This design comes from an exercise in tuning for small area, a short achievable clock period and few clock cycles on the open sky130 flow, not from production work. RTL that was checked went through simulation tests only; none was proved equivalent to the original. For run 3, only the layout was checked, not whether the RTL still works. Power figures rest on the tool's default switching activity, not on a simulated workload.

==> flow/design.v, too long to show whole: its modules and the start of the top module <==
// module gefd: 743 lines
// module sq_a: 741 lines
// module sq_d: 753 lines
module gefd (
    input  wire        clk,
    input  wire        rst,
    input  wire        in_valid,
    input  wire [2:0]  in_kind,
    input  wire [3:0]  in_addr,
    input  wire [32:0] in_data,
    output wire        in_ready,
    output reg         tx_valid,
    output wire [7:0]  tx_data,
    output reg         err_valid,
    output reg  [2:0]  err_code,
    output reg  [15:0] err_info,
    output reg         cell_valid,
    output reg  [31:0] cell_data,
    output reg         frame_valid,
    output reg         frame_occ,
    output reg         frame_mot,
    output reg  [31:0] frame_cnt,
    output reg  [15:0] frame_n,
    output reg         trig_valid,
    output reg  [31:0] trig_cnt
);
  // ...
==> flow/flow/run.sh <==
#!/bin/bash
# The standard layout (the standard.sh, all steps unchanged), except that the port
# buffers the placement step inserts are sky130_fd_sc_hd__buf_4 cells instead of the
# default choice. make's full output goes to flow_make.log; each ORFS step keeps its own
# log under orfs/logs/.
set -euo pipefail
export BUFFER_PORTS_ARGS="-buffer_cell sky130_fd_sc_hd__buf_4"
bash standard.sh > flow_make.log 2>&1
==> flow/standard.sh <==
#!/bin/bash
# synth_recipe.tcl (not shown) runs the flow's synth.tcl, then flattens the netlist and writes it again
# the make line also repeats each setting of config.mk as NAME=value (left out here)
make -C /OpenROAD-flow-scripts/flow DESIGN_CONFIG=/design/flow/config.mk WORK_HOME=/design/flow/orfs CLKGATE_MAP_FILE= SYNTH_SCRIPT=/design/flow/synth_recipe.tcl "${@:-finish}"
==> flow/config.mk <==
export PLATFORM = sky130hd
export DESIGN_NAME = gefd
export DESIGN_NICKNAME = gefd
export VERILOG_FILES = /design/flow/design.v
export SDC_FILE = /design/flow/constraint.sdc
export NUM_CORES = 8
export LEC_CHECK = 0
export CAP_MARGIN = 20
export CORE_MARGIN = 2
export CORE_UTILIZATION = 50
export CTS_BUF_LIST = sky130_fd_sc_hd__clkbuf_16
export CTS_CLUSTER_DIAMETER = 100
export CTS_CLUSTER_SIZE = 24
export SLEW_MARGIN = 20
==> flow/constraint.sdc <==
create_clock -name core_clock -period 18.0 [get_ports {clk}]
set_input_delay 3.6000 -clock core_clock [delete_from_list [all_inputs] [get_ports {clk}]]
set_output_delay 3.6000 -clock core_clock [all_outputs]
set_load 0.01 [all_outputs]
==> notes.md, run 1 <==
status=timing/DRC/antenna clean; via count of the first global-routing pass=roughly 110k; combinational share of power=roughly 2.8%; depth of the most critical reg-to-reg path=12; dominant class by area=sequential cells; fraction of area in multi-input gates=26.4%; most used standard cell by instance count after synthesis=sky130_fd_sc_hd__dfxtp_1; path type of the worst setup path=reg2reg; detailed-route wire length on metal 1=between 200 and 250 mm; netlist area before placement=0.216 mm²; H-tree lvl count=5; FF+latch count=a little under 7k; minimum clock period=roughly 5700 ps; Clock group=slightly above 8000 µW; dominant synthesized flop cell=sky130_fd_sc_hd__dfxtp_1; cell types with the largest area share after synthesis=sky130_fd_sc_hd__dfxtp_1 51%, sky130_fd_sc_hd__edfxtp_1 18%, sky130_fd_sc_hd__fa_1 3.5%; WHS Endpoint=srv[1653]; Clk network pwr share=around a third; row count=between 200 and 250; worst setup path startpoint=q_pc[2]; initial antenna violation count=44; clock insertion delay at the later pin of the skew report=approximately 990 ps; complex-gate fraction of the synthesized area=under 10%; remaining design rule violation count=0; proportion of synthesized area in mux cells=about 4.4%; total area of multi-input combinational cells=~0.06 mm²; Worst Path Arrival=6400 ps; synthesis-to-layout area growth=7.99%; P_comb=681 µW; final instance count without filler cells=21.9k; Post-CTS Hold Fix Bufs=0; final cell utilization of the core=between 50% and 60%; Max Clock Freq=about 0.18 GHz; ys async rst share=0%; Worst EP required=18700 ps; largest stage delay on the critical path=900 ps; Top pwr grp=sequential cells; library cells used by synthesis=114; CP top delay family=simple AND/OR/NAND/NOR gates; leading cell type in the layout, fill and taps excluded=sky130_fd_sc_hd__dfxtp_1; count of endpoints failing hold in the final timing report=0; total track usage=24.6%; horizontal extent of the die=between 600 and 700 µm
Testbench counts, summed over its fixed seeds: cycles 57,968.
==> inputs of run 2 (changes only) <==
==> flow/run.sh (new file) <==
#!/bin/bash
# synth_recipe.tcl (not shown) runs the flow's synth.tcl, then flattens the netlist and writes it again
# the make line also repeats each setting of config.mk as NAME=value (left out here)
make -C /OpenROAD-flow-scripts/flow DESIGN_CONFIG=/design/flow/config.mk WORK_HOME=/design/flow/orfs CLKGATE_MAP_FILE= SYNTH_SCRIPT=/design/flow/synth_recipe.tcl finish
--- a/flow/config.mk
+++ b/flow/config.mk
@@ -9,3 +9,3 @@
 export CORE_MARGIN = 2
-export CORE_UTILIZATION = 50
+export CORE_UTILIZATION = 55
 export CTS_BUF_LIST = sky130_fd_sc_hd__clkbuf_16
removed: flow/flow/run.sh
removed: flow/standard.sh
==> run 2 against run 1 <==
  * First-iteration DRC count down 4.0%
  * Die area down 9.0%
  * Total power down 0.17%
  * Synthesized area unchanged
  * Register-to-register slack better by 580 ps
  * Sequential power about the same
  * Cell area about the same
  * Combinational power down 0.6%
  * Cell count down 2.2%
  * Largest cell class unchanged
  * Largest power group unchanged
==> notes.md, run 2 <==
status=timing/DRC/antenna clean (unchanged); adder-cell share of the synthesized area=6.32% (unchanged); Yosys warnings=1 (unchanged); largest family of logic cells by synthesized area=compound AO/OA/AOI/OAI gates (unchanged); synthesis-to-layout area growth=7.94% (was 7.99%); total number of nets in the final design=17.0k (was 16.9k); Top Registers=prv (2048), srv (2048), abv (1024) (unchanged); Post-CTS Setup Bufs=0 (unchanged); most frequent cells in the layout=5468 x sky130_fd_sc_hd__dfxtp_1, 1280 x sky130_fd_sc_hd__edfxtp_1, 764 x sky130_fd_sc_hd__nor2_1 (was 5466 x sky130_fd_sc_hd__dfxtp_1, 1280 x sky130_fd_sc_hd__edfxtp_1, 767 x sky130_fd_sc_hd__nor2_1); count of cells resized by post-cts repair=0 (unchanged); initial cell density of the core=55.1% (was 50.1%); drt total wl=540 mm (was 546 mm); path type of the worst setup path=reg2out (was reg2reg); final setup margin=12420 ps (was 12300 ps); proportion of synthesized area in mux cells=4.42% (unchanged); routed vias/inst=5.64 (was 5.50); unrepaired setup endpoints after global routing=false (unchanged); Post-CTS Hold Fix Bufs=0 (unchanged); complex-gate fraction of the synthesized area=8.31% (unchanged); element type at the critical path end=output port (was flop); vias after detailed routing=121k (about the same); depth of the most critical reg-to-reg path=13 (was 12); clock insertion delay at the later pin of the skew report=1000 ps (was 990 ps); top cell types by occurrence after synthesis=5533 x sky130_fd_sc_hd__dfxtp_1, 1280 x sky130_fd_sc_hd__edfxtp_1, 814 x sky130_fd_sc_hd__nor2_1, 679 x sky130_fd_sc_hd__clkbuf_1, 656 x sky130_fd_sc_hd__a21oi_1 (unchanged); cell count after synthesis=16.1k (unchanged); Worst Path Arrival=1980 ps (was 6400 ps); max-slew violation count=0 (unchanged); slew at the pin with the worst max-slew slack=1250 ps (was 1280 ps); Synth Area in Simple Gates=7.28% (unchanged); Buffers on Ports=184 (unchanged); remaining design rule violation count=0 (unchanged); clock transition at the registers of the reported paths=110 ps (was 100 ps); most used standard cell by instance count after synthesis=sky130_fd_sc_hd__dfxtp_1 (unchanged); netlist area before placement=0.216 mm² (unchanged); cell types with the largest area share after synthesis=sky130_fd_sc_hd__dfxtp_1 51%, sky130_fd_sc_hd__edfxtp_1 18%, sky130_fd_sc_hd__fa_1 3.5% (unchanged); Die ar.=0.397 mm² (was 0.437 mm²); dpl hpwl=357 mm (was 364 mm); sequential area share after synthesis=69.2% (unchanged); maximum vdd drop=0.0000980 V (was 0.0000921 V); residual antenna-violating net count after detailed routing=0 (unchanged); cell taking the most area after synthesis=sky130_fd_sc_hd__dfxtp_1 (unchanged); grt total ovfl=0 (unchanged); CTS Sinks=6813 (unchanged); TritonCTS clock tree=built (unchanged); hold path cells=0 (unchanged); Avg Inst Size Synth=13.4 µm² (unchanged); startpoint of the most critical register-to-register path=w_c[0] (was q_pc[2]); worst min-delay path startpoint=srv[273] (was srv[1621]); global-route wire length before repair=781 mm (was 791 mm); minimum clock period=5580 ps (was 5700 ps); initial antenna violation count=46 (was 44); fraction of layout cells with a size suffix above 1=9.36% (was 10.4%); final-layout setup total negative slack=0 ps (unchanged); area of the placeable core=0.391 mm² (was 0.430 mm²); post-route fraction of the period consumed by the critical path=31.0% (was 31.7%); worst setup timing slack at the placement stage=11850 ps (was 12480 ps); slew margin rel.=16.9% (was 14.9%); Max Clock Freq=0.179 GHz (was 0.175 GHz); Post-synth EDFFs=1280 (unchanged); clock root cell=sky130_fd_sc_hd__clkbuf_16 (unchanged); Worst EP required=14400 ps (was 18700 ps); number of failing setup endpoints in the final timing report=0 (unchanged); number of synthesized register bits=6813 (unchanged); total track usage=26.6% (was 24.6%); buffer levels on the longest clock path=4 (unchanged); Tot Pwr=24600 µW (was 24700 µW); number of clock buffers inserted by TritonCTS=328 (was 329); buffering stage count on the worst path with inverters included=1 (was 2); power density normalized to cell area=106 mW/mm² (about the same); worst reg2reg path endpoint=racc[64] (was sm_m[8]); maximum capacitance violations=0 (unchanged); count of endpoints failing hold in the final timing report=0 (unchanged); via count of the first global-routing pass=114k (was 115k); setup slack of the worst register-to-register path=12880 ps (was 12300 ps); CP Launch Type=flop (unchanged); Critical-path top delay cell=sky130_fd_sc_hd__clkdlybuf4s50_1 (was sky130_fd_sc_hd__and2_2); library cells used by synthesis=114 (unchanged); count of boundary I/O pins=190 (unchanged); row count=230 (was 241); skew final=61.6 ps (was 63.1 ps); Yosys top cell area share=51.3% (unchanged); final routed wire length divided by cell count=25.2 µm (was 24.9 µm); CP Cell Sequence=clkdlybuf4s50_1 (was nor2b_1 -> and2_2 -> nor3_1 -> nand2_1 -> nand2_1 -> nor2_1 -> a211oi_4 -> clkinv_2 -> buf_4 -> nand2_1 -> nor2_1 -> a21oi_1); horizontal extent of the die=630 µm (was 661 µm); largest stage delay on the critical path=570 ps (was 900 ps); worst hold path class=reg2reg (unchanged); dominant synthesized flop cell=sky130_fd_sc_hd__dfxtp_1 (unchanged); number of detailed-routing iterations run before antenna repair=10 (unchanged); static power due to leakage=0.0912 µW (was 0.0913 µW); largest fanout on the critical path=3 (was 77); Die Ht=630 µm (was 661 µm); CP top delay family=buffers and inverters (was simple AND/OR/NAND/NOR gates); leading cell type in the layout, fill and taps excluded=sky130_fd_sc_hd__dfxtp_1 (unchanged); WHS Endpoint=srv[305] (was srv[1653]); GP Congestion=0.943 (was 0.940); H-tree lvl count=5 (unchanged); count of routing violations after the opening detailed-route iteration=12.8k (was 13.3k); maximum number of pins on one net before global-route repair=179 (was 194); ys async rst share=0% (unchanged); synthesized-area fraction occupied by xor and xnor cells=1.99% (unchanged)
-- run 2: cell counts after synthesis --
No cell type changed its count.
-- run 2: routing by layer --
layer	track usage, %	routed length (µm)	vias up
met3	5.00	46100	1228
li1	-	-	55600
met5	0	448	-
met2	40.2	231000	4934
met4	11.7	27900	22
met1	37.5	234000	59000
-- run 2: per-stage QoR --
step | hold WS (ps) | instances | utilization (%) | cell area [µm²]
finish | 303 | 21400 | 59.5 | 233000
global placement | 310 | 20900 | 57.1 | 223000
global route | 285 | 21400 | 59.5 | 233000
floorplan | 310 | 16100 | - | 216000
detailed placement | 312 | 20900 | 57.1 | 223000
CTS | 282 | 21400 | 59.5 | 233000
-- run 2: worst max path at each step --
| stage | start | endpoint | slack (ps) | depth (start not counted) |
|---|---|---|---|---|
| 2_1_floorplan | q_pc[0] | sm_ad[0] | 12970 | 13 |
| 3_3_place_gp | rst | sl_g[0] | 11870 | 5 |
| 3_5_place_dp | rst | sl_g[5] | 11850 | 5 |
| 4_1_cts | in_rdy | in_ready | 12320 | 1 |
| 5_1_grt | in_rdy | in_ready | 12350 | 1 |
| 6_report | in_rdy | in_ready | 12420 | 1 |
-- run 2: layout make-up --
class                      count  area (µm²)
multi-input combinational   7846       61400
fill                       31100      158000
antenna                       17        42.5
tap                         5220        6530
inverter                     620        2330
clock buffer                 332        8310
clock inverter               130        1030
sequential                  6813      149000
timing repair buffer         448        3910
-- run 2: cells by family after synthesis --
group                      count (synthesis)
AOI/OAI and AO/OA                       2512
DFF                                     6813
and+or+nand+nor                         3103
buffers and inverters                   1421
xor gates and xnor gates                 489
muxes                                    871
adders and majority gates                866
other                                      2
-- run 2: report_power, final --
| group | internal, µW | switching [µW] | total (µW) |
|---|---|---|---|
| registers | 15600 | 188 | 15800 |
| clock network | 3430 | 4690 | 8130 |
| logic | 290 | 386 | 677 |
| total | 19400 | 5270 | 24600 |
==> module gefd, before the edit <==
module gefd (
    input  wire        clk,
    input  wire        rst,
    input  wire        in_valid,
    input  wire [2:0]  in_kind,
    input  wire [3:0]  in_addr,
    input  wire [32:0] in_data,
    output wire        in_ready,
    output reg         tx_valid,
    output wire [7:0]  tx_data,
    output reg         err_valid,
    output reg  [2:0]  err_code,
    output reg  [15:0] err_info,
    output reg         cell_valid,
    output reg  [31:0] cell_data,
    output reg         frame_valid,
    output reg         frame_occ,
    output reg         frame_mot,
    output reg  [31:0] frame_cnt,
    output reg  [15:0] frame_n,
    output reg         trig_valid,
    output reg  [31:0] trig_cnt
);
    localparam [7:0] MARKER = 8'h2A;
    localparam [2:0] K_RX = 3'd0, K_CFG = 3'd1, K_START = 3'd2, K_STOP = 3'd3, K_LINK = 3'd4;
    localparam [1:0] RS_IDLE = 2'd0, RS_RUN = 2'd1, RS_STOPPED = 2'd2, RS_HALTED = 2'd3;
    localparam [2:0] PH_HUNT = 3'd0, PH_CONFIRM = 3'd1, PH_THERM = 3'd2, PH_ARRAY = 3'd3,
                     PH_CSUM = 3'd4;
    reg        in_rdy;
    assign in_ready = in_rdy;
    reg        e_v;
    reg [2:0]  e_k;
    reg [3:0]  e_a;
    reg [32:0] e_d;
    always @(posedge clk) begin
        e_v <= in_valid & in_rdy & ~rst;
        e_k <= in_kind;
        e_a <= in_addr;
        e_d <= in_data;
    end
    wire [7:0] b = e_d[7:0];
    reg [1:0]  rs;
    reg [2:0]  phase;
    reg [7:0]  scancnt;
    reg [6:0]  fidx;
    reg        confok;
    reg [7:0]  csumacc;
    reg [31:0] pktcnt;
    reg [15:0] scnt;        
    reg        first;       
    reg        prevvalid, occ, mot;
    reg [15:0] cfg_n;
    reg [31:0] cfg_e0, cfg_e1, cfg_e2, cfg_e3;    
    reg [31:0] lim;         
    reg        lim_en;      
    reg        tx_s, tx_t0, tx_t1;    
    assign tx_data   = {1'b0, 1'b1, 1'b0, 1'b1, tx_s, 1'b0, tx_t1, tx_t0};
    always @(posedge clk) begin
        frame_occ <= occ;
        frame_mot <= mot;
        frame_n   <= cfg_n;
        trig_cnt  <= pktcnt;
    end
    reg [7:0]   trv;
    reg [255:0] trc;
    reg [2:0]   tph;
    reg [2047:0] srv;
    reg [2047:0] prv;
    reg [5:0]    ph;
    reg [1023:0] abv;       
    reg [5:0]    wb;
    reg [63:0]   rp_oh;     
    reg        pend;
    reg        eb;                  
    reg        p1_rd, p1_ins, p1_ins_first, p1_emit, p1_first, p1_last;
    reg [5:0]  p1c;
    reg [15:0] f_reg;
    reg        s1, s1_first, s1_last, s2, s2_first, s2_last;
    reg signed [37:0] tsum;
    reg [15:0] ya, yd;
    reg        sa, sd;
    reg        any_big;
    reg [75:0] as_, ac_, ds_, dc_;
    reg [75:0] racc;
    reg        mot_en, mot_ex, occ_en, occ_ex;
    reg        cm_done_flag, fin_flag;    
    reg        fv_fin, fv_out;            
    reg        sl_act, sl_d, sl_grab;
    reg [4:0]  sl_t;
    reg [6:0]  sl_g;
    reg        ff_act, ne_small;
    reg        np_act, np_st;    
    reg [1:0]  np_i;
    reg [3:0]  ff;
    reg        q_act;
    reg [3:0]  q_pc;
    reg [2:0]  q_sub;
    reg        sm_busy, sm_prime, sm_done, q_small;
    reg [4:0]  sm_cnt;
    reg [36:0] sm_m;
    reg [37:0] sm_pl;
    reg [39:0] sm_ph;
    reg        cm_act;
    reg [5:0]  cmc;
    reg        ob_pend, ob_act;
    reg [6:0]  oc;
    reg        tg_act, tg_hit;
    reg [2:0]  tgc;
    wire [31:0] sr63 = srv[2047:2016];
    wire [31:0] sr0  = srv[31:0];
    wire [31:0] pr63 = prv[2047:2016];
    wire [31:0] pr0  = prv[31:0];
    wire [31:0] f_ext = {{16{f_reg[15]}}, f_reg};
    wire [31:0] a_new = (p1_first ? 32'd0 : sr63) + f_ext;
    wire [31:0] sr_in = p1_ins ? a_new : sr63;
    wire [31:0] pr_in = cm_act ? sr63 : pr63;
    always @(posedge clk) begin
        srv <= {srv[2015:0], sr_in};
        prv <= {prv[2015:0], pr_in};
    end
    wire        sm_go;      
    reg  [37:0] q_xr;       
    wire [37:0] sm_x;
    wire        smx_s = sm_x[37];
    wire [36:0] smx_y = sm_x[36:0] ^ {37{smx_s}};
    function [40:0] booth_add(input [2:0] dg, input [36:0] m);
        case (dg)
        3'b001, 3'b010: booth_add = {1'b0, 3'b000, m};
        3'b011:         booth_add = {1'b0, 2'b00, m, 1'b0};
        3'b100:         booth_add = {1'b1, ~{2'b00, m, 1'b0}};
        3'b101, 3'b110: booth_add = {1'b1, ~{3'b000, m}};
        default:        booth_add = 41'd0;
        endcase
    endfunction
    reg  [39:0] sm_ad;      
    reg         sm_ng;      
    wire [39:0] sm_sum = sm_ph + sm_ad + {39'd0, sm_ng};
    wire [75:0] sm_p   = {sm_ph[37:0], sm_pl};
    always @(posedge clk) begin
        if (sm_go && np_act) begin            
            sm_m    <= {21'd0, cfg_n};
            sm_pl   <= {22'd0, ne_e};
            sm_ph   <= 40'd0;
        end else if (sm_go) begin             
            sm_m    <= smx_y;
            sm_pl   <= {1'b0, smx_y};
            sm_ph   <= smx_s ? {2'b00, smx_y, 1'b1} : 40'd0;
        end else if (sm_prime) begin
            {sm_ng, sm_ad} <= booth_add({sm_pl[1:0], 1'b0}, sm_m);
        end else if (sm_busy) begin
            sm_ph  <= {{2{sm_sum[39]}}, sm_sum[39:2]};
            sm_pl  <= {sm_sum[1:0], sm_pl[37:2]};
            {sm_ng, sm_ad} <= booth_add({sm_pl[3:2], sm_pl[1]}, sm_m);
        end
    end
    always @(posedge clk) begin
        if (rst) begin
            sm_busy  <= 1'b0;
            sm_prime <= 1'b0;
            sm_done  <= 1'b0;
            sm_cnt   <= 5'd0;
        end else begin
            sm_done  <= 1'b0;
            sm_prime <= sm_go;
            if (sm_prime) begin
                sm_busy <= 1'b1;
                sm_cnt  <= 5'd0;
            end else if (sm_busy) begin
                sm_cnt <= sm_cnt + 5'd1;
                if (sm_cnt == 5'd18) begin
                    sm_busy <= 1'b0;
                    sm_done <= 1'b1;
                end
            end
        end
    end
    reg         a_clr, d_clr, wb_a, wb_d;    
    wire [75:0] a_ns, a_nc, d_ns, d_nc;
    sq_a u_sqa (.y(ya), .s(sa), .ps(a_clr ? 76'd0 : as_), .pc(a_clr ? 76'd0 : ac_),
                .ns(a_ns), .nc(a_nc));
    sq_d u_sqd (.y(yd), .s(sd), .ps(d_clr ? 76'd0 : ds_), .pc(d_clr ? 76'd0 : dc_),
                .ns(d_ns), .nc(d_nc));
    reg         w_sela, w_cin;
    reg  [1:0]  w_x3;       
    reg  [1:0]  w_r;        
    reg  [1:0]  q_w;        
    reg  [1:0]  w2_r;       
    reg         w2_wba, w2_wbd;
    reg  [75:0] w_s, w_c;   
    reg  [75:0] w_x3v;
    always @(*) begin
        case (w_x3)
        2'd1:    w_x3v = racc;
        2'd2:    w_x3v = sm_p;
        2'd3:    w_x3v = {sm_p[69:0], 6'd0};
        default: w_x3v = 76'd0;
        endcase
    end
    wire [75:0] w_x1 = w_sela ? as_ : ds_;
    wire [75:0] w_x2 = w_sela ? ac_ : dc_;
    wire [75:0] w_fs = w_x1 ^ w_x2 ^ w_x3v;
    wire [75:0] w_fc = (w_x1 & w_x2) | (w_x1 & w_x3v) | (w_x2 & w_x3v);
    always @(posedge clk) begin
        w_s <= w_fs;
        w_c <= {w_fc[74:0], w_cin};
    end
    wire [75:0] w_out = w_s + w_c;
    always @(posedge clk) begin
        as_ <= w2_wba ? w_out : a_ns;
        ac_ <= w2_wba ? 76'd0 : a_nc;
        ds_ <= w2_wbd ? w_out : d_ns;
        dc_ <= w2_wbd ? 76'd0 : d_nc;
        if (w2_r == 2'd1) racc <= w_out;
        else if (w2_r == 2'd2) racc <= ~w_out;
    end
    reg [15:0] ne_e;
    always @(*) begin
        case (np_i)
        2'd0: ne_e = cfg_e0[15:0];
        2'd1: ne_e = cfg_e1[15:0];
        2'd2: ne_e = cfg_e2[15:0];
        default: ne_e = cfg_e3[15:0];
        endcase
    end
    reg        q_sq, q_unita;
    reg [37:0] q_x;
    always @(*) begin
        q_sq = 1'b0; q_unita = 1'b0; q_x = 38'd0;
        begin
            case (q_pc)
            4'd1:  begin q_sq = 1'b1; q_x = {6'd0, cfg_e2}; end
            4'd3:  begin q_sq = 1'b1; q_x = {6'd0, cfg_e3}; end
            4'd6:  begin q_sq = 1'b1; q_x = tsum; end
            4'd8:  begin q_sq = 1'b1; q_unita = 1'b1; q_x = {6'd0, cfg_e0}; end
            4'd10: begin q_sq = 1'b1; q_unita = 1'b1; q_x = {6'd0, cfg_e1}; end
            default: ;
            endcase
        end
    end
    reg         c_aclr, c_dclr, c_wba, c_wbd, c_sela, c_cin;
    reg  [1:0]  c_x3, c_r;
    always @(*) begin
        c_aclr = 1'b0; c_dclr = 1'b0; c_wba = 1'b0; c_wbd = 1'b0;
        c_sela = 1'b0; c_cin = 1'b0; c_x3 = 2'd0; c_r = 2'd0;
        if (s1_first) begin c_aclr = 1'b1; c_dclr = 1'b1; end
        if (s2_last && any_big) begin c_aclr = 1'b1; c_dclr = 1'b1; end
        if (sl_act && sm_done) begin
            c_sela = ~sl_d; c_x3 = sl_d ? 2'd2 : 2'd3;
            c_wba = ~sl_d; c_wbd = sl_d;
        end
        if (ff_act) begin
            case (ff)
            4'd0: begin c_sela = 1'b0; c_r = 2'd2; end                     
            4'd1: c_dclr = 1'b1;                                          
            4'd2: begin c_sela = 1'b0; c_x3 = 2'd1; c_cin = 1'b1; c_dclr = 1'b1; end   
            4'd3: begin c_sela = 1'b0; c_x3 = 2'd1; c_dclr = 1'b1; end     
            4'd4: begin c_sela = 1'b1; c_r = 2'd2; end                     
            4'd5: c_aclr = 1'b1;                                          
            4'd6: begin c_sela = 1'b0; c_x3 = 2'd1; c_r = 2'd1; end        
            4'd8: begin c_sela = 1'b1; c_x3 = 2'd1; c_cin = 1'b1; c_aclr = 1'b1; end   
            4'd9: begin c_sela = 1'b1; c_x3 = 2'd1; end                    
            default: ;
            endcase
        end
        if (q_act) begin
            if (q_sq) begin
                case (q_sub)
                3'd1: begin c_aclr = q_unita; c_dclr = ~q_unita; end
                3'd3: if (sm_done) begin
                    c_sela = q_unita; c_x3 = q_unita ? 2'd3 : 2'd2;
                    c_wba = q_unita; c_wbd = ~q_unita;
                end
                default: ;
                endcase
            end else if (q_w == 2'd0) begin
                begin
                    case (q_pc)
                    4'd0:  begin c_sela = 1'b0; c_r = 2'd2; end
                    4'd2:  begin c_sela = 1'b0; c_x3 = 2'd1; c_cin = 1'b1; end
                    4'd4:  begin c_sela = 1'b0; c_x3 = 2'd1; end
                    4'd5:  begin c_sela = 1'b1; c_r = 2'd2; end
                    4'd7:  begin c_sela = 1'b0; c_x3 = 2'd1; c_r = 2'd1; end
                    4'd9:  begin c_sela = 1'b1; c_x3 = 2'd1; c_cin = 1'b1; end
                    4'd11: begin c_sela = 1'b1; c_x3 = 2'd1; end
                    default: ;
                    endcase
                end
            end
        end
    end
    always @(posedge clk) begin
        if (rst) begin
            a_clr <= 1'b0; d_clr <= 1'b0; wb_a <= 1'b0; wb_d <= 1'b0;
            w_sela <= 1'b0; w_cin <= 1'b0; w_x3 <= 2'd0; w_r <= 2'd0;
            w2_r <= 2'd0; w2_wba <= 1'b0; w2_wbd <= 1'b0;
        end else begin
            a_clr <= c_aclr; d_clr <= c_dclr; wb_a <= c_wba; wb_d <= c_wbd;
            w_sela <= c_sela; w_cin <= c_cin; w_x3 <= c_x3; w_r <= c_r;
            w2_r <= w_r; w2_wba <= wb_a; w2_wbd <= wb_d;
        end
    end
    wire ev_rx  = e_v && e_k == K_RX && rs == RS_RUN;
    wire legal  = (cfg_n != 16'd0) && (cfg_e1[15:0] <= cfg_e0[15:0]) &&
                  (cfg_e3[15:0] <= cfg_e2[15:0]);
    wire [5:0] wa = wb + fidx[6:1];
    wire [5:0] rstart = ph + 6'd2 + wb;
    wire [2:0] tw = e_a[2:0] + tph + 3'd1;    
    wire tr_wr = e_v && e_k == K_CFG && rs == RS_IDLE && e_a[3];
    wire csum_ok = ev_rx && phase == PH_CSUM && b == csumacc && pktcnt != 32'hFFFF_FFFF;
    wire p1_go = (csum_ok || pend) && !eb;
    wire emit_now = (scnt == 16'd1);
    wire        s1a_s = sr0[31];
    wire [31:0] s1a_y = sr0 ^ {32{s1a_s}};
    wire [32:0] s1_d  = {sr0[31], sr0} - {pr0[31], pr0};
    wire        s1d_s = s1_d[32];
    wire [32:0] s1d_y = s1_d ^ {33{s1d_s}};
    wire        s1_big = (s1a_y[31:16] != 16'd0) || (prevvalid && s1d_y[32:16] != 17'd0);
    integer k;
    wire q_sq_load = q_act && q_sq && q_sub == 3'd0;
    wire q_sq_sub1 = q_act && q_sq && q_sub == 3'd1;
    wire [36:0] t_y = tsum[36:0] ^ {37{tsum[37]}};
    wire        t_small = (t_y[36:16] == 21'd0);
    assign sm_x  = q_xr;
    wire        qxr_s = q_xr[37];
    wire [36:0] qxr_y = q_xr[36:0] ^ {37{qxr_s}};
    wire        qxr_small = (qxr_y[36:16] == 21'd0);
    assign sm_go = sl_grab || (np_act && !np_st) ||
                   (q_act && q_sq && q_sub == 3'd2 && !q_small);
    always @(posedge clk) begin
        ya <= 16'd0; sa <= 1'b0;
        yd <= 16'd0; sd <= 1'b0;
        if (s1) begin
            ya   <= s1a_y[15:0]; sa <= s1a_s;
            yd   <= s1d_y[15:0]; sd <= s1d_s;
            tsum <= (s1_first ? 38'sd0 : tsum) + {{6{sr0[31]}}, sr0};
        end
        if (ff_act) begin
            case (ff)
            4'd1: begin yd <= cfg_e2[15:0]; sd <= 1'b0; end
            4'd2: begin yd <= cfg_e3[15:0]; sd <= 1'b0; end
            4'd3: begin yd <= t_y[15:0]; sd <= tsum[37]; end
            4'd5: begin ya <= cfg_e0[15:0]; sa <= 1'b0; end
            4'd8: begin ya <= cfg_e1[15:0]; sa <= 1'b0; end
            default: ;
            endcase
        end
        if (sl_act && sl_t == 5'd0)
            q_xr <= sl_d ? {{5{s1_d[32]}}, s1_d} : {{6{sr0[31]}}, sr0};
        else
            q_xr <= q_x;
        if (q_sq_sub1) begin
            if (qxr_small) begin
                if (q_unita) begin ya <= qxr_y[15:0]; sa <= qxr_s; end
                else         begin yd <= qxr_y[15:0]; sd <= qxr_s; end
            end
            q_small <= qxr_small;
        end
        if ((q_act && !q_sq && q_w == 2'd2 && q_pc == 4'd12) || (ff_act && ff == 4'd12))
            frame_cnt <= pktcnt;
        if (ob_act) begin
            case (oc[2:0])
            3'd0: cell_data <= srv[32*1  +: 32];
            3'd1: cell_data <= srv[32*3  +: 32];
            3'd2: cell_data <= srv[32*5  +: 32];
            3'd3: cell_data <= srv[32*7  +: 32];
            3'd4: cell_data <= srv[32*9  +: 32];
            3'd5: cell_data <= srv[32*11 +: 32];
            3'd6: cell_data <= srv[32*13 +: 32];
            default: cell_data <= srv[32*15 +: 32];
            endcase
        end
    end
    reg [15:0] f_rd;
    integer kr, kw;
    always @(*) begin
        f_rd = 16'd0;
        for (kr = 0; kr < 64; kr = kr + 1)
            f_rd = f_rd | (abv[16*kr +: 16] & {16{rp_oh[kr]}});
    end
    always @(posedge clk) begin
        if (ev_rx && phase == PH_ARRAY) begin
            for (kw = 0; kw < 64; kw = kw + 1)
                if (wa == kw) begin
                    if (fidx[0]) abv[16*kw+8 +: 8] <= b;
                    else         abv[16*kw   +: 8] <= b;
                end
        end
        f_reg <= f_rd;
        rp_oh <= p1_go ? (64'd1 << rstart) : {rp_oh[62:0], rp_oh[63]};
    end
    always @(posedge clk) begin
        for (k = 0; k < 8; k = k + 1) begin
            if (tr_wr && tw == k)
                trc[32*k +: 32] <= e_d[31:0];
            else
                trc[32*k +: 32] <= trc[32*((k + 7) % 8) +: 32];
        end
    end
    task iter_end;
        begin
            phase   <= PH_HUNT;
            fidx    <= 7'd0;
            scancnt <= 8'd0;
            confok  <= 1'b0;
            if (lim_en) begin
                lim <= lim - 32'd1;
                if (lim == 32'd1) begin
                    tx_valid <= 1'b1;
                    tx_s     <= 1'b1;
                    tx_t0    <= 1'b0; tx_t1 <= 1'b0;
                    rs       <= RS_STOPPED;
                end
            end
        end
    endtask
    task raise_err(input [2:0] code, input [15:0] info);
        begin
            err_valid <= 1'b1;
            err_code  <= code;
            err_info  <= info;
        end
    endtask
    always @(posedge clk) begin
        if (rst) begin
            in_rdy <= 1'b1;
            rs <= RS_IDLE; phase <= PH_HUNT; scancnt <= 8'd0; fidx <= 7'd0;
            confok <= 1'b0; csumacc <= 8'd0; pktcnt <= 32'd0;
            scnt <= 16'd1; first <= 1'b1;
            prevvalid <= 1'b0; occ <= 1'b0; mot <= 1'b0;
            cfg_n <= 16'd1; cfg_e0 <= 32'd30; cfg_e1 <= 32'd25; cfg_e2 <= 32'd20; cfg_e3 <= 32'd13;
            lim <= 32'd0; lim_en <= 1'b0;
            tx_valid <= 1'b0; tx_s <= 1'b0; tx_t0 <= 1'b1; tx_t1 <= 1'b0;
            err_valid <= 1'b0; err_code <= 3'd0; err_info <= 16'd0;
            cell_valid <= 1'b0;
            frame_valid <= 1'b0;
            trig_valid <= 1'b0;
            trv <= 8'd0; tph <= 3'd0; ph <= 6'd0; wb <= 6'd0;
            pend <= 1'b0; eb <= 1'b0;
            p1_rd <= 1'b0; p1_ins <= 1'b0; p1_ins_first <= 1'b0; p1_emit <= 1'b0; p1_first <= 1'b0;
            p1c <= 6'd0; p1_last <= 1'b0;
            s1 <= 1'b0; s1_first <= 1'b0; s1_last <= 1'b0;
            s2 <= 1'b0; s2_first <= 1'b0; s2_last <= 1'b0;
            any_big <= 1'b0;
            mot_en <= 1'b0; mot_ex <= 1'b0; occ_en <= 1'b0; occ_ex <= 1'b0;
            cm_done_flag <= 1'b0; fin_flag <= 1'b0; fv_fin <= 1'b0; fv_out <= 1'b0;
            sl_act <= 1'b0; sl_grab <= 1'b0; ff_act <= 1'b0; ff <= 4'd0; ne_small <= 1'b0; sl_d <= 1'b0; sl_t <= 5'd0; sl_g <= 7'd0;
            q_act <= 1'b0; q_pc <= 4'd0; q_sub <= 3'd0; q_w <= 2'd0;
            np_act <= 1'b0; np_st <= 1'b0; np_i <= 2'd0;
            cm_act <= 1'b0; cmc <= 6'd0; ob_pend <= 1'b0; ob_act <= 1'b0; oc <= 7'd0;
            tg_act <= 1'b0; tg_hit <= 1'b0; tgc <= 3'd0;
        end else begin
            tx_valid    <= 1'b0;
            err_valid   <= 1'b0;
            cell_valid  <= 1'b0;
            frame_valid <= 1'b0;
            trig_valid  <= 1'b0;
            ph  <= ph + 6'd1;
            tph <= tph + 3'd1;
            p1c <= p1c + 6'd1;
            for (k = 0; k < 8; k = k + 1) begin
                if (tr_wr && tw == k) trv[k] <= e_d[32];
                else                  trv[k] <= trv[(k + 7) % 8];
            end
            if (e_v) begin
                case (e_k)
                K_RX: if (rs == RS_RUN) begin
                    case (phase)
                    PH_HUNT: begin
                        if (scancnt == 8'd133) begin
                            raise_err(3'd1, 16'd0);
                            iter_end;
                        end else begin
                            scancnt <= scancnt + 8'd1;
                            if (b == MARKER) begin
                                phase <= PH_CONFIRM;
                                fidx  <= 7'd0;
                            end
                        end
                    end
                    PH_CONFIRM: begin
                        if (fidx == 7'd0) begin
                            if (scancnt == 8'd133) begin
                                raise_err(3'd1, 16'd0);
                                iter_end;
                            end else begin
                                scancnt <= scancnt + 8'd1;
                                confok  <= (b == MARKER);
                                fidx    <= 7'd1;
                            end
                        end else begin
                            scancnt <= scancnt + 8'd1;
                            if (confok && b == MARKER) begin
                                phase   <= PH_THERM;
                                fidx    <= 7'd0;
                                csumacc <= 8'd0;
                            end else begin
                                raise_err(3'd1, 16'd1);
                                iter_end;
                            end
                        end
                    end
                    PH_THERM: begin
                        csumacc <= csumacc + b;
                        if (fidx == 7'd0) fidx <= 7'd1;
                        else begin
                            phase <= PH_ARRAY;
                            fidx  <= 7'd0;
                        end
                    end
                    PH_ARRAY: begin
                        csumacc <= csumacc + b;
                        if (fidx == 7'd127) begin
                            phase <= PH_CSUM;
                            fidx  <= 7'd0;
                        end else
                            fidx <= fidx + 7'd1;
                    end
                    default: begin
                        if (b == csumacc) begin
                            if (pktcnt == 32'hFFFF_FFFF) begin
                                raise_err(3'd5, 16'd0);
                                tx_valid <= 1'b1; tx_s <= 1'b1; tx_t0 <= 1'b0; tx_t1 <= 1'b0;
                                rs <= RS_HALTED;
                            end else begin
                                if (eb) begin
                                    pend   <= 1'b1;
                                    in_rdy <= 1'b0;
                                end
                                iter_end;
                            end
                        end else begin
                            raise_err(3'd2, {b, csumacc});
                            iter_end;
                        end
                    end
                    endcase
                end
                K_CFG: if (rs == RS_IDLE) begin
                    case (e_a)
                    4'd0: begin cfg_n <= e_d[15:0]; scnt <= e_d[15:0]; end
                    4'd1: cfg_e0 <= {16'd0, e_d[15:0]};
                    4'd2: cfg_e1 <= {16'd0, e_d[15:0]};
                    4'd3: cfg_e2 <= {16'd0, e_d[15:0]};
                    4'd4: cfg_e3 <= {16'd0, e_d[15:0]};
                    4'd5: begin lim <= e_d[31:0]; lim_en <= (e_d[31:0] != 32'd0); end
                    default: ;
                    endcase
                end
                K_START: if (rs == RS_IDLE) begin
                    if (legal) begin
                        tx_valid <= 1'b1; tx_s <= 1'b0; tx_t0 <= 1'b1; tx_t1 <= 1'b1;
                        rs <= RS_RUN;
                        np_act <= 1'b1; np_st <= 1'b0; np_i <= 2'd0;
                    end else
                        raise_err(3'd4, 16'd0);
                end
                K_STOP: if (rs == RS_RUN) begin
                    tx_valid <= 1'b1; tx_s <= 1'b1; tx_t0 <= 1'b0; tx_t1 <= 1'b0;
                    rs <= RS_STOPPED;
                end
                K_LINK: if (rs == RS_RUN) begin
                    raise_err(3'd3, {15'd0, e_d[0]});
                    if (e_d[0]) begin
                        tx_valid <= 1'b1; tx_s <= 1'b1; tx_t0 <= 1'b0; tx_t1 <= 1'b0;
                    end
                    rs <= RS_HALTED;
                end
                default: ;
                endcase
            end
            if (p1_go) begin
                pend   <= 1'b0;
                in_rdy <= 1'b1;
                pktcnt <= pktcnt + 32'd1;
                if (emit_now) begin
                    scnt  <= cfg_n;
                    first <= 1'b1;
                    eb    <= 1'b1;
                    cm_done_flag <= 1'b0;
                    fin_flag     <= 1'b0;
                end else begin
                    scnt  <= scnt - 16'd1;
                    first <= 1'b0;
                end
                p1_rd    <= 1'b1;
                p1c      <= 6'd0;
                p1_emit  <= emit_now;
                p1_first <= first;
                wb       <= rstart;
                tg_act   <= 1'b1;
                tg_hit   <= 1'b0;
                tgc      <= 3'd0;
            end
            if (tg_act) begin
                tgc <= tgc + 3'd1;
                if (trv[7] && trc[255:224] == pktcnt) tg_hit <= 1'b1;
                if (tgc == 3'd7) begin
                    tg_act <= 1'b0;
                    trig_valid <= tg_hit || (trv[7] && trc[255:224] == pktcnt);
                end
            end
            if (p1_rd && p1c == 6'd63) p1_rd <= 1'b0;
            p1_ins       <= p1_rd;
            p1_ins_first <= p1_rd && p1c == 6'd0;
            p1_last      <= p1_rd && p1c == 6'd63;
            s1       <= p1_ins && p1_emit;
            s1_first <= p1_ins && p1_emit && p1_ins_first;
            s1_last  <= p1_ins && p1_emit && p1_last;
            s2       <= s1;
            s2_first <= s1_first;
            s2_last  <= s1_last;
            if (s1) any_big <= (s1_first ? 1'b0 : any_big) | s1_big;
            if (s2_last) begin
                if (any_big) begin
                    sl_act <= 1'b1; sl_d <= 1'b0;
                    sl_t <= 5'd31; sl_g <= 7'd0;
                end else begin
                    cm_act <= 1'b1; cmc <= 6'd0;
                    if (ne_small && t_small) begin
                        ff_act <= 1'b1; ff <= 4'd0;
                    end else begin
                        q_act <= 1'b1; q_pc <= 4'd0; q_sub <= 3'd0; q_w <= 2'd0;
                    end
                end
            end
            if (np_act) begin
                if (!np_st) np_st <= 1'b1;
                else if (sm_done) begin
                    case (np_i)
                    2'd0: cfg_e0 <= sm_p[31:0];
                    2'd1: cfg_e1 <= sm_p[31:0];
                    2'd2: cfg_e2 <= sm_p[31:0];
                    default: cfg_e3 <= sm_p[31:0];
                    endcase
                    np_i  <= np_i + 2'd1;
                    np_st <= 1'b0;
                    if (np_i == 2'd3) np_act <= 1'b0;
                end
            end
            ne_small <= (cfg_e0[31:16] == 16'd0) && (cfg_e1[31:16] == 16'd0) &&
                        (cfg_e2[31:16] == 16'd0) && (cfg_e3[31:16] == 16'd0);
            if (ff_act) begin
                ff <= ff + 4'd1;
                case (ff)
                4'd4:  mot_en <= w_out[75];
                4'd5:  mot_ex <= ~w_out[75];
                4'd10: occ_en <= w_out[75];
                4'd11: occ_ex <= ~w_out[75];
                4'd12: begin
                    ff_act <= 1'b0;
                    occ <= occ_en ? 1'b1 : (occ_ex ? 1'b0 : occ);
                    if (prevvalid)
                        mot <= mot_en ? ((occ_en | (!occ_ex & occ)) ? 1'b1 : mot)
                                      : (mot_ex ? 1'b0 : mot);
                    prevvalid <= 1'b1;
                    fin_flag  <= 1'b1;
                    fv_fin    <= 1'b1;
                end
                default: ;
                endcase
            end
            if (sl_act) begin
                sl_t <= (sl_t == 5'd24) ? 5'd0 : sl_t + 5'd1;
                if (sl_t == 5'd0 && sl_g != 7'd64)
                    sl_g  <= sl_g + 7'd1;
                sl_grab <= (sl_t == 5'd0 && sl_g != 7'd64);
                if (sl_t == 5'd24 && sl_g == 7'd64) begin
                    if (!sl_d && prevvalid) begin
                        sl_d <= 1'b1; sl_g <= 7'd0; sl_t <= 5'd0;
                    end else begin
                        sl_act <= 1'b0;
                        cm_act <= 1'b1; cmc <= 6'd0;
                        q_act <= 1'b1; q_pc <= 4'd0; q_sub <= 3'd0; q_w <= 2'd0;
                    end
                end
            end
            if (q_act) begin
                if (q_sq) begin
                    case (q_sub)
                    3'd0: q_sub <= 3'd1;
                    3'd1: q_sub <= 3'd2;
                    3'd2: begin
                        if (q_small) begin
                            q_sub <= 3'd0; q_pc <= q_pc + 4'd1;
                        end else
                            q_sub <= 3'd3;
                    end
                    3'd3: if (sm_done) q_sub <= 3'd4;
                    3'd4: q_sub <= 3'd5;
                    default: begin q_sub <= 3'd0; q_pc <= q_pc + 4'd1; end
                    endcase
                end else if (q_w != 2'd2) begin
                    q_w <= q_w + 2'd1;
                end else begin
                    q_w  <= 2'd0;
                    q_pc <= q_pc + 4'd1;
                    case (q_pc)
                    4'd2:  mot_en <= w_out[75];
                    4'd4:  mot_ex <= ~w_out[75];
                    4'd9:  occ_en <= w_out[75];
                    4'd11: occ_ex <= ~w_out[75];
                    4'd12: begin
                        q_act <= 1'b0;
                        occ <= occ_en ? 1'b1 : (occ_ex ? 1'b0 : occ);
                        if (prevvalid)
                            mot <= mot_en ? ((occ_en | (!occ_ex & occ)) ? 1'b1 : mot)
                                          : (mot_ex ? 1'b0 : mot);
                        prevvalid <= 1'b1;
                        fin_flag  <= 1'b1;
                        fv_fin    <= 1'b1;
                    end
                    default: ;
                    endcase
                end
            end
            if (cm_act) begin
                cmc <= cmc + 6'd1;
                cm_done_flag <= 1'b1;
                if (cmc == 6'd63) cm_act <= 1'b0;
            end
            if (eb && cm_done_flag && fin_flag) eb <= 1'b0;
            if (p1_ins && p1_ins_first && p1_emit) ob_pend <= 1'b1;
            if ((ob_pend || (p1_ins && p1_ins_first && p1_emit)) && ph == 6'd0) begin
                ob_act  <= 1'b1;
                ob_pend <= 1'b0;
                oc      <= 7'd0;
            end
            if (ob_act) begin
                oc <= oc + 7'd1;
                if (oc >= 7'd8) cell_valid <= 1'b1;
                if (oc == 7'd71) begin
                    ob_act <= 1'b0;
                    fv_out <= 1'b1;
                end
            end
            if (fv_fin && fv_out) begin
                frame_valid <= 1'b1;
                fv_fin      <= 1'b0;
                fv_out      <= 1'b0;
            end
        end
    end
endmodule
==> inputs of run 3 (changes only) <==
--- a/flow/design.v
+++ b/flow/design.v
@@ -359,14 +359,12 @@
             frame_cnt <= pktcnt;
-        if (ob_act) begin
-            case (oc[2:0])
-            3'd0: cell_data <= srv[32*1  +: 32];
-            3'd1: cell_data <= srv[32*3  +: 32];
-            3'd2: cell_data <= srv[32*5  +: 32];
-            3'd3: cell_data <= srv[32*7  +: 32];
-            3'd4: cell_data <= srv[32*9  +: 32];
-            3'd5: cell_data <= srv[32*11 +: 32];
-            3'd6: cell_data <= srv[32*13 +: 32];
-            default: cell_data <= srv[32*15 +: 32];
-            endcase
-        end
+        case (oc[2:0])
+        3'd0: cell_data <= srv[32*1  +: 32];
+        3'd1: cell_data <= srv[32*3  +: 32];
+        3'd2: cell_data <= srv[32*5  +: 32];
+        3'd3: cell_data <= srv[32*7  +: 32];
+        3'd4: cell_data <= srv[32*9  +: 32];
+        3'd5: cell_data <= srv[32*11 +: 32];
+        3'd6: cell_data <= srv[32*13 +: 32];
+        default: cell_data <= srv[32*15 +: 32];
+        endcase
     end
==> flow/flow/run.sh (new file) <==
#!/bin/bash
# The standard layout (standard.sh, every ORFS step unchanged) with two changes:
#  - the port buffers that placement inserts are sky130_fd_sc_hd__buf_4 cells
#    (BUFFER_PORTS_ARGS) instead of the default choice;
#  - after the placement resizing step, the flip-flops that drive output-port buffers are
#    swapped to the strongest drive of their cell (flow/upsize_out.tcl); the standard
#    detailed placement that follows legalizes them.
# Each tool's full output goes to a log file here; ORFS keeps per-step logs in orfs/logs/.
set -euo pipefail
export BUFFER_PORTS_ARGS="-buffer_cell sky130_fd_sc_hd__buf_4"
RES="$PWD/orfs/results/${FLOW_PLATFORM}/gefd/base"
bash standard.sh "$RES/3_4_place_resized.odb" > flow_make_place.log 2>&1
UPSZ_ODB="$RES/3_4_place_resized.odb" openroad -no_init -exit flow/upsize_out.tcl > upsize_out.log 2>&1
bash standard.sh > flow_make.log 2>&1
==> flow/flow/upsize_out.tcl (new file) <==
# Upsize the flip-flops that drive the output ports' buffers to the strongest drive of the
# same cell (sky130_fd_sc_hd__dfxtp_1/2 -> dfxtp_4); detailed placement legalizes them next.
set odb_file $::env(UPSZ_ODB)
read_db $odb_file
set db [ord::get_db]
set block [ord::get_db_block]
set strong [$db findMaster sky130_fd_sc_hd__dfxtp_4]
set n 0
foreach bterm [$block getBTerms] {
  if {[$bterm getIoType] ne "OUTPUT"} { continue }
  set net [$bterm getNet]
  if {$net eq "NULL"} { continue }
  set buf ""
  foreach it [$net getITerms] { if {[$it isOutputSignal]} { set buf [$it getInst] } }
  if {$buf eq ""} { continue }
  foreach it [$buf getITerms] {
    if {![$it isInputSignal]} { continue }
    set n2 [$it getNet]
    if {$n2 eq "NULL"} { continue }
    foreach jt [$n2 getITerms] {
      if {![$jt isOutputSignal]} { continue }
      set ff [$jt getInst]
      set m [[$ff getMaster] getName]
      if {$m eq "sky130_fd_sc_hd__dfxtp_1" || $m eq "sky130_fd_sc_hd__dfxtp_2"} {
        $ff swapMaster $strong
        incr n
      }
    }
  }
}
puts "upsized $n output flip-flops"
write_db $odb_file
==> flow/standard.sh (new file) <==
#!/bin/bash
# synth_recipe.tcl (not shown) runs the flow's synth.tcl, then flattens the netlist and writes it again
# the make line also repeats each setting of config.mk as NAME=value (left out here)
make -C /OpenROAD-flow-scripts/flow DESIGN_CONFIG=/design/flow/config.mk WORK_HOME=/design/flow/orfs CLKGATE_MAP_FILE= SYNTH_SCRIPT=/design/flow/synth_recipe.tcl "${@:-finish}"
removed: flow/run.sh
==> run 3 against run 2 <==
  * Still clean
  * Total power rose by 0.92%
  * Core utilization rose by 0.076 points
  * Non-clock buffer count is 2 lower
  * Synthesized cell count is 0.57% higher
  * Largest cell class unchanged
  * Highest routed layer unchanged
==> notes.md, run 3 <==
final-layout setup total negative slack=0 ps (unchanged); fraction of layout cells with a size suffix above 1=10.9% (was 9.36%); Die Ht=629 µm (was 630 µm); number of detailed-routing iterations run before antenna repair=9 (was 10); via count of the first global-routing pass=115k (was 114k); most used standard cell by instance count after synthesis=sky130_fd_sc_hd__dfxtp_1 (unchanged); area of the placeable core=0.389 mm² (was 0.391 mm²); Post-synth EDFFs=1248 (was 1280); clock transition at the registers of the reported paths=90 ps (was 110 ps); worst setup timing slack at the placement stage=11810 ps (was 11850 ps); switching part of the total=22.0% (was 21.4%); slew margin rel.=17.3% (was 16.9%); Worst EP required=18660 ps (was 14400 ps); dpl hpwl=355 mm (was 357 mm); CP Launch Type=flop (unchanged); maximum vdd drop=0.000101 V (was 0.0000980 V); TritonCTS clock tree=built (unchanged); horizontal extent of the die=629 µm (was 630 µm); routed vias/inst=5.61 (was 5.64); cell-internal power=19400 µW (about the same); number of clock buffers inserted by TritonCTS=326 (was 328); Avg Inst Size Synth=13.3 µm² (was 13.4 µm²); drt total wl=534 mm (was 540 mm); global-route wire length before repair=780 mm (was 781 mm); Die ar.=0.396 mm² (was 0.397 mm²); clock insertion delay at the later pin of the skew report=980 ps (was 1000 ps); number of synthesized register bits=6813 (unchanged); top cell types by occurrence after synthesis=5565 x sky130_fd_sc_hd__dfxtp_1, 1248 x sky130_fd_sc_hd__edfxtp_1, 851 x sky130_fd_sc_hd__nor2_1, 777 x sky130_fd_sc_hd__nand2_1, 712 x sky130_fd_sc_hd__clkbuf_1 (was 5533 x sky130_fd_sc_hd__dfxtp_1, 1280 x sky130_fd_sc_hd__edfxtp_1, 814 x sky130_fd_sc_hd__nor2_1, 679 x sky130_fd_sc_hd__clkbuf_1, 656 x sky130_fd_sc_hd__a21oi_1); worst hold path class=reg2reg (unchanged); count of routing violations after the opening detailed-route iteration=12.5k (was 12.8k); grt total ovfl=0 (unchanged); Yosys top cell area share=51.8% (was 51.3%); synthesis-to-layout area growth=7.84% (was 7.94%); Post-CTS Setup Bufs=0 (unchanged); slew at the pin with the worst max-slew slack=1240 ps (was 1250 ps); power density normalized to cell area=107 mW/mm² (was 106 mW/mm²); final setup margin=12490 ps (was 12420 ps); combinational share of power=3.5% (was 2.7%); skew final=69.2 ps (was 61.6 ps); Clk network pwr share=32.3% (was 33.0%); switching power total=5470 µW (was 5270 µW); Post-CTS Hold Fix Bufs=0 (unchanged); most frequent cells in the layout=5397 x sky130_fd_sc_hd__dfxtp_1, 1248 x sky130_fd_sc_hd__edfxtp_1, 810 x sky130_fd_sc_hd__nor2_1 (was 5468 x sky130_fd_sc_hd__dfxtp_1, 1280 x sky130_fd_sc_hd__edfxtp_1, 764 x sky130_fd_sc_hd__nor2_1); vias after detailed routing=120k (was 121k); element type at the critical path end=flop (was output port); unrepaired setup endpoints after global routing=false (unchanged); Top Registers=prv (2048), srv (2048), abv (1024) (unchanged); library cells used by synthesis=102 (was 114); Max Clock Freq=0.181 GHz (was 0.179 GHz); static power due to leakage=0.0909 µW (was 0.0912 µW); cell taking the most area after synthesis=sky130_fd_sc_hd__dfxtp_1 (unchanged); largest fanout on the critical path=81 (was 3); maximum number of pins on one net before global-route repair=146 (was 179); initial antenna violation count=35 (was 46); maximum capacitance violations=0 (unchanged); filler cell count in the final layout=31.0k (was 31.1k); ys async rst share=0% (unchanged); total number of nets in the final design=17.0k (about the same); row count=229 (was 230); sequential share of power=64.2% (about the same); number of failing setup endpoints in the final timing report=0 (unchanged); count of cells resized by post-cts repair=0 (unchanged); minimum clock period=5510 ps (was 5580 ps); cell count after synthesis=16.2k (was 16.1k); buffer levels on the longest clock path=4 (unchanged); count of boundary I/O pins=190 (unchanged); residual antenna-violating net count after detailed routing=0 (unchanged); CTS Sinks=6813 (unchanged); H-tree lvl count=5 (unchanged); netlist area before placement=0.215 mm² (was 0.216 mm²); Buffers on Ports=184 (unchanged); remaining design rule violation count=0 (unchanged); dominant synthesized flop cell=sky130_fd_sc_hd__dfxtp_1 (unchanged); max-slew violation count=0 (unchanged); Yosys warnings=1 (unchanged); status=timing/DRC/antenna clean (unchanged); post-route fraction of the period consumed by the critical path=30.6% (was 31.0%); GP Congestion=0.935 (was 0.943); leading cell type in the layout, fill and taps excluded=sky130_fd_sc_hd__dfxtp_1 (unchanged); cell types with the largest area share after synthesis=sky130_fd_sc_hd__dfxtp_1 52%, sky130_fd_sc_hd__edfxtp_1 17%, sky130_fd_sc_hd__mux2_2 3.5% (was sky130_fd_sc_hd__dfxtp_1 51%, sky130_fd_sc_hd__edfxtp_1 18%, sky130_fd_sc_hd__fa_1 3.5%); Worst Path Arrival=6170 ps (was 1980 ps); final routed wire length divided by cell count=24.9 µm (was 25.2 µm); total track usage=26.5% (was 26.6%); count of endpoints failing hold in the final timing report=0 (unchanged); sequential area share after synthesis=69.2% (about the same); path type of the worst setup path=reg2reg (was reg2out); initial cell density of the core=55.3% (was 55.1%); clock root cell=sky130_fd_sc_hd__clkbuf_16 (unchanged)
## run 3: cell types whose count changed after synthesis, moves of 29 or more
cell | before | now
sky130_fd_sc_hd__nand2_1 | 645 | 777
sky130_fd_sc_hd__a211oi_1 | 109 | 45
sky130_fd_sc_hd__mux2i_1 | 218 | 154
sky130_fd_sc_hd__a311oi_1 | 21 | 70
sky130_fd_sc_hd__buf_2 | 41 | 1
sky130_fd_sc_hd__nor2_1 | 814 | 851
sky130_fd_sc_hd__clkbuf_1 | 679 | 712
sky130_fd_sc_hd__dfxtp_1 | 5533 | 5565
sky130_fd_sc_hd__edfxtp_1 | 1280 | 1248
sky130_fd_sc_hd__a222oi_1 | 112 | 83
## run 3: worst max-delay path, stage by stage, from the launching register on
cell,delay [ps]
sky130_fd_sc_hd__dfxtp_1,390
sky130_fd_sc_hd__inv_1,110
sky130_fd_sc_hd__ha_1,300
sky130_fd_sc_hd__and3_2,490
sky130_fd_sc_hd__or2_2,470
sky130_fd_sc_hd__nor4_2,480
sky130_fd_sc_hd__nand2b_1,260
sky130_fd_sc_hd__nor2_1,110
sky130_fd_sc_hd__a311oi_4,250
sky130_fd_sc_hd__buf_4,640
sky130_fd_sc_hd__inv_4,540
sky130_fd_sc_hd__nand2_1,920
sky130_fd_sc_hd__a21oi_1,180
## run 3: per-layer routing
metal  up-vias  track usage (%)  share of wire, %  wire length, µm
met5         -                0             0.028              150
met4        28             9.75               4.2            22500
met3       959             4.94               8.1            43300
met2      4390             40.5                44           232000
met1     59400             37.6                44           235000
li1      55700                -                 -                -
## run 3: logic make-up (layout without fill, tap and decap cells)
family / Yosys count / count (layout) / synth area share [%]
other cells: 2 / 21 / 0.00349
simple gates: 3286 / 3286 / 7.59
buf+inv: 1406 / 1493 / 2.47
fa+ha+maj: 866 / 866 / 6.33
flops: 6813 / 6813 / 69.2
mux: 817 / 817 / 4.19
xor+xnor: 499 / 499 / 2.03
compound gates: 2480 / 2480 / 8.19
## run 3: stage by stage
step	util [%]	hold slack [ps]	std cells	cell area, µm²	total power (µW)
2_1_floorplan	-	310	16200	215000	16700
3_3_place_gp	57.1	310	21000	222000	17200
3_5_place_dp	57.2	312	21000	223000	17100
4_1_cts	59.6	290	21500	232000	25000
5_1_grt	59.6	296	21500	232000	25700
6_report	59.6	302	21500	232000	24800
## run 3: cell type report
type / instances / area, µm² / area share (%)
flip-flops and latches: 6813 / 149000 / 64.4
multi-input cells: 7953 / 61300 / 26.4
clock buffers: 333 / 8330 / 3.59
well taps: 5197 / 6500 / 2.80
repair buffers: 446 / 3410 / 1.47
inverters: 597 / 2240 / 0.967
clock inverters: 117 / 781 / 0.337
diodes: 16 / 40.0 / 0.0173
## run 3: final timing paths
kind	start	end	slack, ps	depth (start not counted)
max	q_pc[0]	sm_m[0]	12490	12
max reg2reg	q_pc[0]	sm_m[0]	12490	12
min reg2reg	prv[581]	prv[613]	300	0
min	prv[581]	prv[613]	300	0
## run 3: power by group through the flow
stage                     logic, µW  registers, µW  clock network [µW]
final                           864          15900                8030
after global routing            953          16000                8760
after CTS                       854          15900                8250
after detailed placement        848          16300                   0
after global placement          843          16300                   0
after floorplan                 641          16100                   0
==> inputs of run 4 (changes only) <==
--- a/flow/design.v
+++ b/flow/design.v
@@ -91,3 +91,4 @@
     reg        ff_act, ne_small;
-    reg        np_act, np_st;    
+    reg        np_act, np_go;    
+    reg        q_go;             
     reg [1:0]  np_i;
@@ -139,3 +140,3 @@
     always @(posedge clk) begin
-        if (sm_go && np_act) begin            
+        if (np_go) begin                      
             sm_m    <= {21'd0, cfg_n};
@@ -326,4 +327,3 @@
     wire        qxr_small = (qxr_y[36:16] == 21'd0);
-    assign sm_go = sl_grab || (np_act && !np_st) ||
-                   (q_act && q_sq && q_sub == 3'd2 && !q_small);
+    assign sm_go = sl_grab || np_go || q_go;
     always @(posedge clk) begin
@@ -421,30 +421,3 @@
     always @(posedge clk) begin
-        if (rst) begin
-            in_rdy <= 1'b1;
-            rs <= RS_IDLE; phase <= PH_HUNT; scancnt <= 8'd0; fidx <= 7'd0;
-            confok <= 1'b0; csumacc <= 8'd0; pktcnt <= 32'd0;
-            scnt <= 16'd1; first <= 1'b1;
-            prevvalid <= 1'b0; occ <= 1'b0; mot <= 1'b0;
-            cfg_n <= 16'd1; cfg_e0 <= 32'd30; cfg_e1 <= 32'd25; cfg_e2 <= 32'd20; cfg_e3 <= 32'd13;
-            lim <= 32'd0; lim_en <= 1'b0;
-            tx_valid <= 1'b0; tx_s <= 1'b0; tx_t0 <= 1'b1; tx_t1 <= 1'b0;
-            err_valid <= 1'b0; err_code <= 3'd0; err_info <= 16'd0;
-            cell_valid <= 1'b0;
-            frame_valid <= 1'b0;
-            trig_valid <= 1'b0;
-            trv <= 8'd0; tph <= 3'd0; ph <= 6'd0; wb <= 6'd0;
-            pend <= 1'b0; eb <= 1'b0;
-            p1_rd <= 1'b0; p1_ins <= 1'b0; p1_ins_first <= 1'b0; p1_emit <= 1'b0; p1_first <= 1'b0;
-            p1c <= 6'd0; p1_last <= 1'b0;
-            s1 <= 1'b0; s1_first <= 1'b0; s1_last <= 1'b0;
-            s2 <= 1'b0; s2_first <= 1'b0; s2_last <= 1'b0;
-            any_big <= 1'b0;
-            mot_en <= 1'b0; mot_ex <= 1'b0; occ_en <= 1'b0; occ_ex <= 1'b0;
-            cm_done_flag <= 1'b0; fin_flag <= 1'b0; fv_fin <= 1'b0; fv_out <= 1'b0;
-            sl_act <= 1'b0; sl_grab <= 1'b0; ff_act <= 1'b0; ff <= 4'd0; ne_small <= 1'b0; sl_d <= 1'b0; sl_t <= 5'd0; sl_g <= 7'd0;
-            q_act <= 1'b0; q_pc <= 4'd0; q_sub <= 3'd0; q_w <= 2'd0;
-            np_act <= 1'b0; np_st <= 1'b0; np_i <= 2'd0;
-            cm_act <= 1'b0; cmc <= 6'd0; ob_pend <= 1'b0; ob_act <= 1'b0; oc <= 7'd0;
-            tg_act <= 1'b0; tg_hit <= 1'b0; tgc <= 3'd0;
-        end else begin
+        begin
             tx_valid    <= 1'b0;
@@ -456,2 +429,3 @@
             tph <= tph + 3'd1;
+            np_go <= 1'b0;
             p1c <= p1c + 6'd1;
@@ -550,3 +524,3 @@
                         rs <= RS_RUN;
-                        np_act <= 1'b1; np_st <= 1'b0; np_i <= 2'd0;
+                        np_act <= 1'b1; np_go <= 1'b1; np_i <= 2'd0;
                     end else
@@ -623,5 +597,5 @@
             end
+            q_go  <= q_act && q_sq && q_sub == 3'd1 && !qxr_small;
             if (np_act) begin
-                if (!np_st) np_st <= 1'b1;
-                else if (sm_done) begin
+                if (sm_done) begin
                     case (np_i)
@@ -633,4 +607,4 @@
                     np_i  <= np_i + 2'd1;
-                    np_st <= 1'b0;
                     if (np_i == 2'd3) np_act <= 1'b0;
+                    else              np_go  <= 1'b1;
                 end
@@ -739,2 +713,28 @@
         end
+        if (rst) begin
+            in_rdy <= 1'b1;
+            rs <= RS_IDLE; phase <= PH_HUNT; scancnt <= 8'd0; 
+            pktcnt <= 32'd0;
+            scnt <= 16'd1; first <= 1'b1;
+            prevvalid <= 1'b0; occ <= 1'b0; mot <= 1'b0;
+            cfg_n <= 16'd1; cfg_e0 <= 32'd30; cfg_e1 <= 32'd25; cfg_e2 <= 32'd20; cfg_e3 <= 32'd13;
+            lim_en <= 1'b0;
+            tx_valid <= 1'b0; tx_t0 <= 1'b1; tx_t1 <= 1'b0;
+            err_valid <= 1'b0; 
+            cell_valid <= 1'b0;
+            frame_valid <= 1'b0;
+            trig_valid <= 1'b0;
+            trv <= 8'd0; tph <= 3'd0; ph <= 6'd0;
+            pend <= 1'b0; eb <= 1'b0;
+            p1_rd <= 1'b0; p1_ins <= 1'b0; p1_ins_first <= 1'b0; p1_emit <= 1'b0; p1_first <= 1'b0;
+            p1_last <= 1'b0;
+            s1 <= 1'b0; s1_first <= 1'b0; s1_last <= 1'b0;
+            s2 <= 1'b0; s2_first <= 1'b0; s2_last <= 1'b0;
+            fv_fin <= 1'b0; fv_out <= 1'b0;
+            sl_act <= 1'b0; sl_grab <= 1'b0; ff_act <= 1'b0;
+            q_act <= 1'b0;
+            np_act <= 1'b0; np_go <= 1'b0; q_go <= 1'b0;
+            cm_act <= 1'b0; ob_pend <= 1'b0; ob_act <= 1'b0;
+            tg_act <= 1'b0;
+        end
     end
==> run 4 against run 3 <==
  * Still clean on timing, DRC and antenna
  * Via count is 1.4% higher
  * Total power is 0.51% lower
  * Cell area is 0.27% higher
  * Clock skew is 23 ps higher
  * Sequential cell count is 1 higher
  * Global-route usage is 1.7 points higher
  * Highest routed layer unchanged
==> notes.md, run 4 <==
Die ar.=0.397 mm² (was 0.396 mm²); count of endpoints failing hold in the final timing report=0 (unchanged); worst min-delay path startpoint=srv[607] (was prv[581]); cell count after synthesis=16.0k (was 16.2k); path type of the worst setup path=reg2out (was reg2reg); dominant synthesized flop cell=sky130_fd_sc_hd__dfxtp_1 (unchanged); Post-synth EDFFs=1342 (was 1248); sequential share of power=64.4% (was 64.2%); clock transition at the registers of the reported paths=100 ps (was 90 ps); clock insertion delay at the later pin of the skew report=1000 ps (was 980 ps); power density normalized to cell area=106 mW/mm² (was 107 mW/mm²); hold path cells=0 (unchanged); GP Congestion=0.974 (was 0.935); Worst EP required=14400 ps (was 18660 ps); startpoint of the most critical register-to-register path=w_c[18] (was q_pc[0]); count of routing violations after the opening detailed-route iteration=13.6k (was 12.5k); setup slack of the worst register-to-register path=13210 ps (was 12490 ps); Yosys warnings=1 (unchanged); global-route wire length before repair=825 mm (was 780 mm); Buffers on Ports=184 (unchanged); element type at the critical path end=output port (was flop); final routed wire length divided by cell count=26.6 µm (was 24.9 µm); minimum clock period=5260 ps (was 5510 ps); status=timing/DRC/antenna clean (unchanged); ys async rst share=0% (unchanged); depth of the most critical reg-to-reg path=12 (unchanged); static power due to leakage=0.0911 µW (was 0.0909 µW); count of boundary I/O pins=190 (unchanged); post-route fraction of the period consumed by the critical path=29.2% (was 30.6%); number of failing setup endpoints in the final timing report=0 (unchanged); fraction of layout cells with a size suffix above 1=11.1% (was 10.9%); largest fanout on the critical path=3 (was 81); slew margin rel.=16.9% (was 17.3%); Post-CTS Hold Fix Bufs=0 (unchanged); worst hold path class=reg2reg (unchanged); total number of nets in the final design=16.9k (was 17.0k); final-layout setup total negative slack=0 ps (unchanged); largest stage delay on the critical path=470 ps (was 920 ps); number of clock buffers inserted by TritonCTS=328 (was 326); CP top delay family=flip-flops (was simple AND/OR/NAND/NOR gates); buffering stage count on the worst path with inverters included=1 (was 3); number of detailed-routing iterations run before antenna repair=9 (unchanged); worst reg2reg path endpoint=racc[75] (was sm_m[0]); H-tree lvl count=5 (unchanged); unrepaired setup endpoints after global routing=false (unchanged); initial cell density of the core=55.3% (about the same); Worst Path Arrival=1660 ps (was 6170 ps); most frequent cells in the layout=5327 x sky130_fd_sc_hd__dfxtp_1, 1342 x sky130_fd_sc_hd__edfxtp_1, 779 x sky130_fd_sc_hd__nor2_1 (was 5397 x sky130_fd_sc_hd__dfxtp_1, 1248 x sky130_fd_sc_hd__edfxtp_1, 810 x sky130_fd_sc_hd__nor2_1); initial antenna violation count=45 (was 35)
-- run 4: cell count changes after synthesis, sizes merged, moves of 26 or more --
cell    before   now
nand2      778   741
clkbuf     714   678
nand3b      37     9
a21oi      639   510
a31oi       48    95
dfxtp     5565  5472
edfxtp    1248  1342
a211oi      46   103
o21ai      297   271
mux2i      154   127
mux2       663   700
-- run 4: cell type report --
| class | count | area (µm²) |
|---|---|---|
| Antenna cell | 24 | 60.1 |
| Clock buffer | 331 | 8280 |
| Clock inverter | 148 | 1160 |
| Fill cell | 30200 | 157000 |
| Inverter | 613 | 2300 |
| Multi-Input combinational cell | 7781 | 60700 |
| Sequential cell | 6814 | 150000 |
| Tap cell | 5197 | 6500 |
| Timing Repair Buffer | 430 | 3340 |
-- run 4: worst max-delay path by stage --
stage	from	to	slack, ps	cells after the start
5_1_grt	tx_s	tx_data[3]	12650	1
3_3_place_gp	rst	sm_cnt[1]	12170	4
3_5_place_dp	rst	sm_cnt[1]	12140	4
2_1_floorplan	e_d[7]	lim[0]	13120	9
6_report	tx_s	tx_data[3]	12740	1
4_1_cts	tx_s	tx_data[3]	12650	1
-- run 4: logic make-up (layout without fill, tap and decap cells) --
logic type               after synthesis  count (layout)  share of synthesized area (%)
AND/OR/NAND/NOR                     3155            3155                           7.26
buffers and inverters               1387            1522                           2.44
XOR/XNOR                             520             520                           2.12
other                                  2              29                        0.00349
flip-flops                          6814            6814                           69.6
AO/OA/AOI/OAI                       2407            2407                           8.03
multiplexers                         827             827                           4.25
adder cells (fa/ha/maj)              867             867                           6.33
-- run 4: metrics by stage --
step	util [%]	std cells	hold WS [ps]	setup slack, ps	power (µW)
after detailed placement	57.3	20800	312	12140	16900
after CTS	59.7	21300	278	12650	24900
after global placement	57.2	20800	310	12170	16900
final	59.7	21300	279	12740	24700
after global routing	59.7	21300	293	12650	25500
after floorplan	-	16000	310	13120	16700
-- run 4: layer usage --
| layer | vias up | routed length [µm] | global-route usage, % |
|---|---|---|---|
| li1 | 55100 | - | - |
| met1 | 60600 | 239000 | 38.9 |
| met2 | 5259 | 245000 | 42.5 |
| met3 | 1074 | 59000 | 7.71 |
| met4 | 30 | 23200 | 10.2 |
| met5 | - | 513 | 0 |
-- run 4: power by group through the flow --
| stage | registers [µW] | clock network, µW | logic [µW] |
|---|---|---|---|
| final | 15900 | 8110 | 689 |
| after global routing | 15900 | 8840 | 767 |
| after CTS | 15900 | 8310 | 680 |
| after detailed placement | 16300 | 0 | 675 |
| after global placement | 16300 | 0 | 652 |
| after floorplan | 16100 | 0 | 558 |
Testbench counts of run 4, summed over its fixed seeds: cycles 57,968.

Check on run 4: ideal ports give 12.735 ns setup slack; a clkbuf_16 on the clock port and buf_2 on the inputs give 12.616 ns; moving port delays by the midpoint clock arrival (1.069 ns) as well gives 11.967 ns.
